From an optimization exercise on the open Yosys and OpenROAD flow, aimed at small area; shortcuts taken in it are not production practice.
Function was checked by simulation only, so behaviour that the tests miss may differ from the original.
Power and IR drop assume default switching activity.

### flow/constraint.sdc
create_clock -name core_clock -period 10.0 [get_ports {clk}]
set_input_delay 2.0000 -clock core_clock [delete_from_list [all_inputs] [get_ports {clk}]]
set_output_delay 2.0000 -clock core_clock [all_outputs]
set_load 0.01 [all_outputs]
### flow/run.sh
#!/bin/bash
# synth_recipe.tcl (not shown) runs the flow's synth.tcl, then flattens the netlist and writes it again
# the make line also repeats each setting of config.mk as NAME=value (left out here)
make -C /OpenROAD-flow-scripts/flow DESIGN_CONFIG=/design/flow/config.mk WORK_HOME=/design/flow/orfs CLKGATE_MAP_FILE= SYNTH_SCRIPT=/design/flow/synth_recipe.tcl finish
### flow/design.v
module pxd_link #(
    parameter integer CAP_LG        = 5,     
    parameter integer W             = 16,    
    parameter integer BIT           = 16,    
    parameter integer HALF          = 8,     
    parameter integer TIMEOUT_TICKS = 160,   
    parameter integer FE_WIDTH      = 16,    
    parameter integer MAX_LINE      = 128,
    parameter integer MAX_DBG       = 63
) (
    input  wire        clk,
    input  wire        rst,          
    input  wire        rx_in,
    output wire        tx_out,
    output wire        tx_oe,
    output wire        ready_out,
    output wire        ready_oe,
    output wire        ie_out,
    input  wire        cmd_valid,
    input  wire [7:0]  cmd_op,
    input  wire [7:0]  cmd_imm,
    input  wire [7:0]  cmd_len,
    output wire        cmd_ready,
    output wire [7:0]  pl_idx,
    input  wire [7:0]  pl_data,
    output reg         rsp_valid,
    output reg  [31:0] rsp_data,
    output wire [1:0]  fault_code
);
    localparam integer CAP = 1 << CAP_LG;
    localparam [7:0] OP_BEGIN      = 8'h01;
    localparam [7:0] OP_AVAILABLE  = 8'h02;
    localparam [7:0] OP_READ       = 8'h03;
    localparam [7:0] OP_WRITE      = 8'h04;
    localparam [7:0] OP_UPDATE     = 8'h05;
    localparam [7:0] OP_GET_FE     = 8'h06;
    localparam [7:0] OP_GET_STATUS = 8'h07;
    localparam [7:0] OP_SEND_KEY   = 8'h10;
    localparam [7:0] OP_SEND_LINE  = 8'h11;
    localparam [7:0] OP_SEND_DEBUG = 8'h12;
    localparam [7:0] OP_SEND_READY = 8'h13;
    localparam [7:0] OP_READ_U8    = 8'h14;
    localparam [7:0] OP_READ_U16   = 8'h15;
    localparam [1:0] F_NONE = 2'd0, F_NOT_CONFIGURED = 2'd1,
                     F_ILLEGAL_OP = 2'd2, F_BAD_OPERAND = 2'd3;
    localparam [3:0] PH_UNCONF  = 4'd0, PH_IDLE  = 4'd1, PH_LISTEN  = 4'd2,
                     PH_RX_HALF = 4'd3, PH_RX_BIT = 4'd4, PH_RX_STOP = 4'd5,
                     PH_FLUSH   = 4'd6, PH_OPSEQ = 4'd7, PH_TX      = 4'd8;
    localparam [1:0] ST_NEW = 2'd0, ST_SENDING = 2'd1, ST_DEFER = 2'd2, ST_HAVE_HI = 2'd3;
    localparam [7:0] M_LINE_START = 8'hF8, M_LINE_END = 8'hF9;
    localparam [7:0] M_DBG_START  = 8'hFA, M_DBG_END  = 8'hFB;
    localparam [7:0] M_READY      = 8'hFC;
    localparam [7:0] M_KEY_START  = 8'hFD, M_KEY_END  = 8'hFE;
    localparam [7:0] M_PAD        = 8'hFF;
    reg [3:0]          phase;
    reg                tx_o, rdy_o;
    reg [W-1:0]        counter;
    reg                cnt_run;
    reg                ie, saved_ie;
    reg                receiving;
    reg [FE_WIDTH-1:0] fe;
    reg [7:0]          rx_buf [0:CAP-1];
    reg [7:0]          tx_buf [0:CAP-1];
    reg [CAP_LG-1:0]   rx_head, rx_tail, tx_head, tx_tail;
    reg [W-1:0]        now;
    reg [W-1:0]        window_start;
    reg                prev_rx;
    reg [7:0]          rx_acc;
    reg [2:0]          rx_k;
    reg [7:0]          tx_byte;
    reg [3:0]          tx_slot;
    reg                tx_ret_flush;    
    reg [1:0]          fault;
    reg                busy;
    reg [7:0]          p_op, p_imm, p_len;
    reg [1:0]          p_st;
    reg [7:0]          p_hi;
    reg [7:0]          fg_i;       
    reg [7:0]          fg_pidx;    
    reg [5:0]          fg_k;       
    reg [1:0]          fg_sub;     
    reg [7:0]          fg_chk;     
    reg                fg_fin;     
    wire configured = (phase != PH_UNCONF);
    assign tx_out     = tx_o;
    assign tx_oe      = configured;
    assign ready_out  = rdy_o;
    assign ready_oe   = configured;
    assign ie_out     = ie;
    assign cmd_ready  = !busy && (fault == F_NONE);
    assign fault_code = fault;
    assign pl_idx     = fg_pidx;
    wire accept_try = cmd_valid && cmd_ready;
    reg op_known, imm_must_be_zero, payload_ok, needs_config;
    always @* begin
        case (cmd_op)
            OP_BEGIN, OP_AVAILABLE, OP_READ, OP_WRITE, OP_UPDATE, OP_GET_FE,
            OP_GET_STATUS, OP_SEND_KEY, OP_SEND_LINE, OP_SEND_DEBUG,
            OP_SEND_READY, OP_READ_U8, OP_READ_U16: op_known = 1'b1;
            default: op_known = 1'b0;
        endcase
        imm_must_be_zero = !(cmd_op == OP_WRITE || cmd_op == OP_SEND_KEY || cmd_op == OP_SEND_LINE);
        if (cmd_op == OP_SEND_LINE)
            payload_ok = (cmd_len == cmd_imm) && (cmd_imm <= MAX_LINE);
        else if (cmd_op == OP_SEND_DEBUG)
            payload_ok = 1'b1;
        else
            payload_ok = (cmd_len == 8'd0);
        needs_config = !(cmd_op == OP_BEGIN || cmd_op == OP_GET_STATUS);
    end
    reg [1:0] req_fault;
    always @* begin
        if (!op_known)                          req_fault = F_ILLEGAL_OP;
        else if (imm_must_be_zero && cmd_imm != 8'd0) req_fault = F_ILLEGAL_OP;
        else if (!payload_ok)                   req_fault = F_BAD_OPERAND;
        else if (needs_config && !configured)   req_fault = F_NOT_CONFIGURED;
        else                                    req_fault = F_NONE;
    end
    wire       act   = busy || (accept_try && req_fault == F_NONE);
    wire [7:0] a_op  = busy ? p_op  : cmd_op;
    wire [7:0] a_imm = busy ? p_imm : cmd_imm;
    wire [7:0] a_len = busy ? p_len : cmd_len;
    wire [1:0] a_st  = busy ? p_st  : ST_NEW;
    reg [7:0] fg_byte;
    reg       fg_last;
    reg       fg_data;      
    reg       fg_none;      
    wire [8:0] line_len2 = {1'b0, a_imm} + 9'd2;
    wire [8:0] line_len3 = {1'b0, a_imm} + 9'd3;
    always @* begin
        fg_byte = 8'h00;
        fg_last = 1'b0;
        fg_data = 1'b0;
        fg_none = 1'b0;
        case (a_op)
            OP_WRITE: begin
                fg_byte = a_imm;
                fg_last = 1'b1;
            end
            OP_SEND_KEY: begin
                case (fg_i[1:0])
                    2'd0: fg_byte = M_KEY_START;
                    2'd1: fg_byte = a_imm;
                    2'd2: fg_byte = M_KEY_START ^ a_imm;
                    default: fg_byte = M_KEY_END;
                endcase
                fg_last = (fg_i == 8'd3);
            end
            OP_SEND_READY: begin
                fg_byte = (fg_i == 8'd2) ? M_READY : M_PAD;
                fg_last = (fg_i == 8'd2);
            end
            OP_SEND_LINE: begin
                if (fg_i == 8'd0)
                    fg_byte = M_LINE_START;
                else if (fg_i == 8'd1)
                    fg_byte = a_imm;
                else if ({1'b0, fg_i} < line_len2) begin
                    fg_byte = pl_data;
                    fg_data = 1'b1;
                end else if ({1'b0, fg_i} == line_len2)
                    fg_byte = M_LINE_START ^ a_imm ^ fg_chk;
                else
                    fg_byte = M_LINE_END;
                fg_last = ({1'b0, fg_i} == line_len3);
            end
            OP_SEND_DEBUG: begin
                fg_none = (a_len == 8'd0);
                case (fg_sub)
                    2'd0: fg_byte = M_DBG_START;
                    2'd1: begin
                        fg_byte = pl_data;
                        fg_data = 1'b1;
                    end
                    default: fg_byte = M_DBG_END;
                endcase
                fg_last = (fg_sub == 2'd2) && (fg_pidx == a_len);
            end
            default: ;
        endcase
    end
    wire fg_empty = fg_fin || fg_none;
    reg [3:0]          phase_n;
    reg                tx_o_n, rdy_o_n, cnt_run_n, ie_n, saved_ie_n, receiving_n;
    reg [FE_WIDTH-1:0] fe_n;
    reg [CAP_LG-1:0]   rx_head_n, rx_tail_n, tx_head_n, tx_tail_n;
    reg [W-1:0]        window_start_n;
    reg                prev_rx_n;
    reg [7:0]          rx_acc_n;
    reg [2:0]          rx_k_n;
    reg [7:0]          tx_byte_n;
    reg [3:0]          tx_slot_n;
    reg                tx_ret_flush_n;
    reg [1:0]          fault_n;
    reg                cnt_reset;
    reg                rx_we;
    reg [7:0]          rx_wdata;
    reg                tx_we;
    reg [7:0]          tx_wdata;
    reg                fg_adv;
    reg                busy_n;
    reg [7:0]          p_op_n, p_imm_n, p_len_n, p_hi_n;
    reg [1:0]          p_st_n;
    reg                done;
    reg [31:0]         result;
    reg [3:0]          s_phase;
    reg                s_receiving, s_rdy_o, s_tx_o;
    reg [CAP_LG-1:0]   s_rx_head, s_tx_tail;
    reg [FE_WIDTH-1:0] s_fe;
    wire               sample = rx_in;
    wire [W-1:0]       elapsed = now - window_start;
    wire               tx_empty_now = (tx_head == tx_tail);
    wire               rx_full_now  = ((rx_head + 1'b1) == rx_tail);
    reg [3:0]          tx_slot_inc;
    reg                pop_ok;
    reg [7:0]          pop_val;
    reg                do_push_tx;
    always @* begin
        phase_n        = phase;
        tx_o_n         = tx_o;
        rdy_o_n        = rdy_o;
        cnt_run_n      = cnt_run;
        ie_n           = ie;
        saved_ie_n     = saved_ie;
        receiving_n    = receiving;
        fe_n           = fe;
        rx_head_n      = rx_head;
        rx_tail_n      = rx_tail;
        tx_head_n      = tx_head;
        tx_tail_n      = tx_tail;
        window_start_n = window_start;
        prev_rx_n      = prev_rx;
        rx_acc_n       = rx_acc;
        rx_k_n         = rx_k;
        tx_byte_n      = tx_byte;
        tx_slot_n      = tx_slot;
        tx_ret_flush_n = tx_ret_flush;
        fault_n        = fault;
        cnt_reset      = 1'b0;
        rx_we          = 1'b0;
        rx_wdata       = rx_acc;
        tx_we          = 1'b0;
        tx_wdata       = fg_byte;
        fg_adv         = 1'b0;
        tx_slot_inc    = tx_slot + 4'd1;
        busy_n   = busy;
        p_op_n   = p_op;
        p_imm_n  = p_imm;
        p_len_n  = p_len;
        p_st_n   = p_st;
        p_hi_n   = p_hi;
        done     = 1'b0;
        result   = 32'd0;
        pop_ok   = 1'b0;
        pop_val  = 8'h00;
        do_push_tx = 1'b0;
        s_phase     = phase;
        s_receiving = receiving;
        s_rdy_o     = rdy_o;
        s_tx_o      = tx_o;
        s_rx_head   = rx_head;
        s_tx_tail   = tx_tail;
        s_fe        = fe;
        if (fault == F_NONE) begin
            case (phase)
                PH_LISTEN: begin
                    if (elapsed >= TIMEOUT_TICKS) begin
                        rdy_o_n     = 1'b1;
                        receiving_n = 1'b0;
                        phase_n     = PH_FLUSH;
                    end else if (prev_rx && !sample) begin
                        saved_ie_n = ie;
                        ie_n       = 1'b0;
                        cnt_reset  = 1'b1;
                        prev_rx_n  = 1'b0;
                        phase_n    = PH_RX_HALF;
                    end else begin
                        prev_rx_n = sample;
                    end
                end
                PH_RX_HALF: begin
                    if (counter >= HALF) begin
                        if (sample) begin
                            ie_n      = saved_ie;
                            prev_rx_n = 1'b1;
                            phase_n   = PH_LISTEN;
                        end else begin
                            rx_acc_n  = 8'h00;
                            rx_k_n    = 3'd0;
                            cnt_reset = 1'b1;
                            phase_n   = PH_RX_BIT;
                        end
                    end
                end
                PH_RX_BIT: begin
                    if (counter >= BIT) begin
                        rx_acc_n[rx_k] = sample;
                        cnt_reset      = 1'b1;
                        if (rx_k == 3'd7) phase_n = PH_RX_STOP;
                        else              rx_k_n  = rx_k + 3'd1;
                    end
                end
                PH_RX_STOP: begin
                    if (counter >= BIT) begin
                        if (!sample) fe_n = fe + 1'b1;
                        if (!rx_full_now) begin
                            rx_we     = 1'b1;
                            rx_wdata  = rx_acc;
                            rx_head_n = rx_head + 1'b1;
                        end
                        window_start_n = now;
                        ie_n           = saved_ie;
                        prev_rx_n      = sample;
                        phase_n        = PH_LISTEN;
                    end
                end
                PH_FLUSH: begin
                    if (tx_empty_now) begin
                        phase_n = PH_IDLE;
                    end else begin
                        tx_tail_n      = tx_tail + 1'b1;
                        saved_ie_n     = ie;
                        ie_n           = 1'b0;
                        tx_o_n         = 1'b0;
                        tx_byte_n      = tx_buf[tx_tail];
                        tx_slot_n      = 4'd0;
                        tx_ret_flush_n = 1'b1;
                        cnt_reset      = 1'b1;
                        phase_n        = PH_TX;
                    end
                end
                PH_OPSEQ: begin
                    if (fg_empty) begin
                        phase_n = PH_IDLE;
                    end else begin
                        fg_adv         = 1'b1;
                        saved_ie_n     = ie;
                        ie_n           = 1'b0;
                        tx_o_n         = 1'b0;
                        tx_byte_n      = fg_byte;
                        tx_slot_n      = 4'd0;
                        tx_ret_flush_n = 1'b0;
                        cnt_reset      = 1'b1;
                        phase_n        = PH_TX;
                    end
                end
                PH_TX: begin
                    if (counter >= BIT) begin
                        if (tx_slot < 4'd9) begin
                            tx_slot_n = tx_slot_inc;
                            tx_o_n    = (tx_slot_inc <= 4'd8) ? tx_byte[tx_slot_inc - 4'd1] : 1'b1;
                            cnt_reset = 1'b1;
                        end else begin
                            ie_n    = saved_ie;
                            phase_n = tx_ret_flush ? PH_FLUSH : PH_OPSEQ;
                        end
                    end
                end
                default: ;  
            endcase
            s_phase     = phase_n;
            s_receiving = receiving_n;
            s_rdy_o     = rdy_o_n;
            s_tx_o      = tx_o_n;
            s_rx_head   = rx_head_n;
            s_tx_tail   = tx_tail_n;
            s_fe        = fe_n;
            if (accept_try && req_fault != F_NONE) begin
                fault_n = req_fault;
            end else if (act) begin
                if (!busy) begin
                    busy_n  = 1'b1;
                    p_op_n  = cmd_op;
                    p_imm_n = cmd_imm;
                    p_len_n = cmd_len;
                    p_st_n  = ST_NEW;
                end
                if (s_rx_head != rx_tail) begin
                    pop_ok  = 1'b1;
                    pop_val = (rx_we && rx_head == rx_tail) ? rx_wdata : rx_buf[rx_tail];
                end
                case (a_op)
                    OP_BEGIN: begin
                        if (phase == PH_UNCONF || phase == PH_IDLE) begin
                            tx_o_n    = 1'b1;
                            rdy_o_n   = 1'b1;
                            cnt_run_n = 1'b1;
                            phase_n   = PH_IDLE;
                            done      = 1'b1;
                        end
                    end
                    OP_AVAILABLE: begin
                        result = {{(32-CAP_LG){1'b0}}, s_rx_head - rx_tail};
                        done   = 1'b1;
                    end
                    OP_READ: begin
                        if (pop_ok) begin
                            rx_tail_n = rx_tail + 1'b1;
                            result    = {24'd0, pop_val};
                        end else begin
                            result    = 32'hFFFF_FFFF;
                        end
                        done = 1'b1;
                    end
                    OP_GET_FE: begin
                        result = {{(32-FE_WIDTH){1'b0}}, s_fe};
                        done   = 1'b1;
                    end
                    OP_GET_STATUS: begin
                        result = {25'd0,
                                  ((tx_head + 1'b1) == s_tx_tail),
                                  ((s_rx_head + 1'b1) == rx_tail),
                                  (configured && s_tx_o),
                                  (configured && s_rdy_o),
                                  (s_phase != PH_UNCONF),
                                  (s_phase != PH_UNCONF && s_phase != PH_IDLE),
                                  s_receiving};
                        done = 1'b1;
                    end
                    OP_UPDATE: begin
                        if (phase == PH_IDLE) begin
                            rdy_o_n        = 1'b0;
                            receiving_n    = 1'b1;
                            window_start_n = now;
                            prev_rx_n      = 1'b1;
                            phase_n        = PH_LISTEN;
                            done           = 1'b1;
                        end
                    end
                    OP_READ_U8, OP_READ_U16: begin
                        if (phase == PH_IDLE) begin
                            if (pop_ok) begin
                                rx_tail_n = rx_tail + 1'b1;
                                if (a_op == OP_READ_U8) begin
                                    result = {24'd0, pop_val};
                                    done   = 1'b1;
                                end else if (a_st == ST_HAVE_HI) begin
                                    result = {16'd0, p_hi, pop_val};
                                    done   = 1'b1;
                                end else begin
                                    p_st_n = ST_HAVE_HI;
                                    p_hi_n = pop_val;
                                end
                            end else begin
                                rdy_o_n        = 1'b0;
                                receiving_n    = 1'b1;
                                window_start_n = now;
                                prev_rx_n      = 1'b1;
                                phase_n        = PH_LISTEN;
                            end
                        end
                    end
                    default: begin  
                        if (a_st == ST_NEW) begin
                            if (receiving) begin
                                if (fg_none) begin
                                    done = 1'b1;
                                end else begin
                                    do_push_tx = 1'b1;
                                    if (fg_last) done = 1'b1;
                                    else         p_st_n = ST_DEFER;
                                end
                            end else if (phase == PH_IDLE) begin
                                phase_n = PH_OPSEQ;
                                p_st_n  = ST_SENDING;
                            end
                        end else if (a_st == ST_DEFER) begin
                            do_push_tx = 1'b1;
                            if (fg_last) done = 1'b1;
                        end else begin
                            if (phase == PH_OPSEQ && fg_empty) done = 1'b1;
                        end
                    end
                endcase
                if (do_push_tx) begin
                    fg_adv = 1'b1;
                    if ((tx_head + 1'b1) != s_tx_tail) begin
                        tx_we     = 1'b1;
                        tx_wdata  = fg_byte;
                        tx_head_n = tx_head + 1'b1;
                    end
                end
                if (done) busy_n = 1'b0;
            end
        end
    end
    reg [7:0] fg_i_n, fg_pidx_n, fg_chk_n;
    reg [5:0] fg_k_n;
    reg [1:0] fg_sub_n;
    reg       fg_fin_n;
    always @* begin
        fg_i_n    = fg_i;
        fg_pidx_n = fg_pidx;
        fg_k_n    = fg_k;
        fg_sub_n  = fg_sub;
        fg_chk_n  = fg_chk;
        fg_fin_n  = fg_fin;
        if (fg_adv) begin
            fg_i_n = fg_i + 8'd1;
            if (fg_data) begin
                fg_pidx_n = fg_pidx + 8'd1;
                fg_chk_n  = fg_chk ^ pl_data;
            end
            if (a_op == OP_SEND_DEBUG) begin
                case (fg_sub)
                    2'd0: fg_sub_n = 2'd1;
                    2'd1: begin
                        fg_k_n = fg_k + 6'd1;
                        if (fg_k == MAX_DBG - 1 || fg_pidx + 8'd1 == a_len)
                            fg_sub_n = 2'd2;
                    end
                    default: begin
                        fg_k_n   = 6'd0;
                        fg_sub_n = 2'd0;
                    end
                endcase
            end
            if (fg_last) fg_fin_n = 1'b1;
        end
        if (done) begin
            fg_i_n    = 8'd0;
            fg_pidx_n = 8'd0;
            fg_k_n    = 6'd0;
            fg_sub_n  = 2'd0;
            fg_chk_n  = 8'd0;
            fg_fin_n  = 1'b0;
        end
    end
    always @(posedge clk) begin
        if (rst) begin
            phase        <= PH_UNCONF;
            tx_o         <= 1'b1;
            rdy_o        <= 1'b1;
            counter      <= {W{1'b0}};
            cnt_run      <= 1'b0;
            ie           <= 1'b1;
            receiving    <= 1'b0;
            fe           <= {FE_WIDTH{1'b0}};
            rx_head      <= {CAP_LG{1'b0}};
            rx_tail      <= {CAP_LG{1'b0}};
            tx_head      <= {CAP_LG{1'b0}};
            tx_tail      <= {CAP_LG{1'b0}};
            now          <= {W{1'b0}};
            window_start <= {W{1'b0}};
            prev_rx      <= 1'b1;
            fault        <= F_NONE;
            busy         <= 1'b0;
            p_st         <= ST_NEW;
            fg_i         <= 8'd0;
            fg_pidx      <= 8'd0;
            fg_k         <= 6'd0;
            fg_sub       <= 2'd0;
            fg_chk       <= 8'd0;
            fg_fin       <= 1'b0;
            rsp_valid    <= 1'b0;
            rsp_data     <= 32'd0;
        end else begin
            phase        <= phase_n;
            tx_o         <= tx_o_n;
            rdy_o        <= rdy_o_n;
            if (cnt_run && fault == F_NONE)
                counter  <= (cnt_reset ? {W{1'b0}} : counter) + 1'b1;
            cnt_run      <= cnt_run_n;
            ie           <= ie_n;
            receiving    <= receiving_n;
            fe           <= fe_n;
            rx_head      <= rx_head_n;
            rx_tail      <= rx_tail_n;
            tx_head      <= tx_head_n;
            tx_tail      <= tx_tail_n;
            now          <= now + 1'b1;
            window_start <= window_start_n;
            prev_rx      <= prev_rx_n;
            fault        <= fault_n;
            busy         <= busy_n;
            p_st         <= p_st_n;
            fg_i         <= fg_i_n;
            fg_pidx      <= fg_pidx_n;
            fg_k         <= fg_k_n;
            fg_sub       <= fg_sub_n;
            fg_chk       <= fg_chk_n;
            fg_fin       <= fg_fin_n;
            rsp_valid    <= done;
            if (done)
                rsp_data <= result;
        end
        saved_ie     <= saved_ie_n;
        rx_acc       <= rx_acc_n;
        rx_k         <= rx_k_n;
        tx_byte      <= tx_byte_n;
        tx_slot      <= tx_slot_n;
        tx_ret_flush <= tx_ret_flush_n;
        p_op         <= p_op_n;
        p_imm        <= p_imm_n;
        p_len        <= p_len_n;
        p_hi         <= p_hi_n;
        if (rx_we) rx_buf[rx_head] <= rx_wdata;
        if (tx_we) tx_buf[tx_head] <= tx_wdata;
    end
endmodule
### flow/config.mk
export PLATFORM = sky130hd
export DESIGN_NAME = pxd_link
export DESIGN_NICKNAME = pxd_link
export VERILOG_FILES = /design/flow/design.v
export SDC_FILE = /design/flow/constraint.sdc
export NUM_CORES = 4
export LEC_CHECK = 0
export CAP_MARGIN = 20
export CORE_MARGIN = 2
export CORE_UTILIZATION = 40
export SLEW_MARGIN = 20
==> results.tsv <==
metric	value	unit
status	complete, no violations	
die_x	297	um
cp-start-kind	input port	
vias	21800	
skew	0.0249	ns
rows	107	
syn_nets	2709	
cts_setup_buffers	0	
initial_utilization	40.3	%
slew_violations	0	
n_antenna_cell	0	
cts_resized	0	
io_buffers	84	
finalSetupTns	0	ns
cts_buffers	74	
irDropWorstVdd	0.155	mV
path_max_fanout	18	
synth_edf_count	569	
endpoint_kind	flop	
antenna_found_initial	0	
cp.arrival	7.14	ns
clk_transition_reported_paths	0.06	ns
drt_wl_total	80600	um
syn_inst	2612	
relSlewSlack	23.4	%
finalHoldViolations	0	
synth_ff_type	edfxtp_1	
whs	0.467	ns
async_flop_share	0	%
clk_latency	0.63	ns
die-area	88000	um^2
p_per_area	169	nW/um^2
critPathKind	in -> reg	
clockBufferDepth	3	
worstHoldPathType	reg -> reg	
min_period	6.67	ns
drive_above_1_share	13.8	%
finalCritPeriodShare	66.7	%
netlist_area	34300	um^2
rsz0062_at_grt	false	
clockRootBuffer	clkbuf_16	
worstMarginPinSlew	1.14	ns
p_leak	12.5	nW
synth_seq_cells	729	
drtIter0Drc	1772	
finalWeightedCongestion	0.871	
fp.dieH	297	um
grt_max_degree	85	
ys_warn_count	1	
ctsHoldBuffers	0	
synth.distinct_cells	98	
synth.avg_cell_area	13.1	um^2
dpl.hpwl	53600	um
firstDrtPassIters	5	
area_delta_synth_final	13.2	%
htree_levels	3	
grt_pass1_wl	125000	um
drc	0	
grt_pass1_vias	21600	
io_pins	85	
vias_per_cell	5.66	
cts_tree	yes	
critPathRequiredTime	10.47	ns
seq_area_frac_synth	59.2	%
setup_viol	0	
maxCapViolations	0	
max_freq	150	MHz
fin_nets	2747	
grt_overflow	0	
track_usage	17.9	%
wl_per_cell	20.9	um
ant_nets	0	
clock-sinks	729	
core	85000	um^2
-- Yosys cell counts (all sizes together) (31+ instances only) --
cell,n,share of area (%)
or3,31,0.57
inv,96,1.1
a21oi,114,1.7
xor2,72,1.8
dfxtp,160,9.3
nor3,54,0.79
nand3,77,1.1
buf,61,0.96
edfxtp,569,50
nor2,244,2.7
clkbuf,93,1.0
mux2i,38,1.1
mux4,160,11
nand2,158,1.7
o21ai,101,1.5
ha,59,2.2
xnor2,58,1.5
and3,41,0.75
-- cells in the final DEF (no fill, tap or decap), types with 27 or more instances in the layout --
cell type	instances
inv_1	92
xnor2_1	58
nor3_1	54
ha_1	59
nor4_1	27
o21ai_0	99
or3_1	31
dfxtp_1	154
mux4_2	160
clkbuf_16	75
nand3_1	77
a21oi_1	113
edfxtp_1	569
mux2i_1	38
nand2_1	158
clkdlybuf4s50_1	83
nor2_1	242
buf_4	32
xor2_1	72
and3_1	41
-- final timing paths --
path | depth (start not counted) | slack (ns) | startpoint | end
worst max-delay path | 20 | 3.33 | cmd_op[1] | counter[14]
worst min-delay path | 1 | 0.47 | now[0] | now[0]
worst max register to register | 14 | 4.20 | counter[11] | rsp_data[5]
worst min register to register | 1 | 0.47 | now[0] | now[0]
-- state kept, by name, indices dropped and copies added (netlist names), 16 cells and up, named ones only --
| register | cells |
|---|---|
| rx_buf | 256 |
| tx_buf | 256 |
| rsp_data | 17 |
| counter | 16 |
| fe | 16 |
| now | 16 |
| window_start | 16 |
-- area by class of cell --
type | instances | area (um^2)
Clock buffer | 85 | 1920
Multi-Input combinational cell | 1633 | 13000
Clock inverter | 53 | 719
Fill cell | 7538 | 46200
Timing Repair Buffer | 116 | 1080
Tap cell | 1144 | 1430
Inverter | 96 | 360
Sequential cell | 729 | 20300
-- worst max-delay path, stage by stage --
cell and delay [ns]:
clkdlybuf4s50_1 0.63, or3b_2 0.53, a222oi_1 0.32, buf_4 0.23
o211ai_1 0.20, nor3b_1 0.24, nor3_1 0.30, a221o_1 0.19
a21o_1 0.47, and2_1 0.24, ha_1 0.20, and3_1 0.21
and3_1 0.20, nand3_1 0.15, nor3_1 0.25, and3_1 0.24
nand3_1 0.11, and3_1 0.19, o21ai_0 0.14, o21ai_0 0.09
-- per-stage QoR --
stage	std cells	worst slack, ns	utilization [%]	area (um^2)	power [mW]
6_report	3856	3.33	45.6	38800	6.56
5_1_grt	3856	2.81	45.6	38800	6.75
4_1_cts	3856	3.39	45.6	38800	6.61
3_5_place_dp	3718	2.75	42.5	36100	3.64
3_3_place_gp	3718	2.80	42.5	36100	3.63
2_1_floorplan	2612	4.08	-	34300	3.53
-- cells by family after synthesis --
kind of cell             after synthesis  share of synthesized area, %
buffers and inverters                250                          3.03
AND/OR/NAND/NOR                      785                          11.4
adder cells (fa/ha/maj)               61                          2.27
multiplexers                         210                          12.0
XOR/XNOR                             132                          3.45
flip-flops                           729                          59.2
AO/OA/AOI/OAI                        445                          8.67
-- per-layer routing --
layer	GRT usage [%]	vias to the layer above	wire length (um)
met5	0	-	0
met4	4.79	0	1670
met3	2.25	119	4140
met2	29.3	647	38500
met1	25.1	11000	36300
li1	-	10100	-
-- power by group --
part	total (mW)	internal, mW	switching (mW)
sequential	3.29	3.27	0.0199
combinational	0.286	0.0926	0.194
clock	2.98	1.77	1.21

==> port drivers added, routing unchanged <==
In the flow no input, the clock included, has a driving cell. The finished layout below was timed again as built, in two steps.
Step 1 sets driving cells, clkbuf_16 on the clock port and buf_2 on the other inputs (assumed; they add their load-dependent delay and slew).
Step 2, shift: input delay + t, output delay - t, t = (earliest + latest rising clock arrival at the registers) / 2. This alone moves slack from input paths to output paths.
Three values: ideal, step 1, step 2; two values: the first two.
shift t [ns]: 0.684
slack for setup (ns): 3.328 / 3.369 / 2.685
worst setup path at the end: input to register
pins driven straight from the clock port: 1
After both steps setup and hold are still met in this run. The setup slack of this run moves by +0.041 ns with the drivers and by -0.643 ns with both steps.
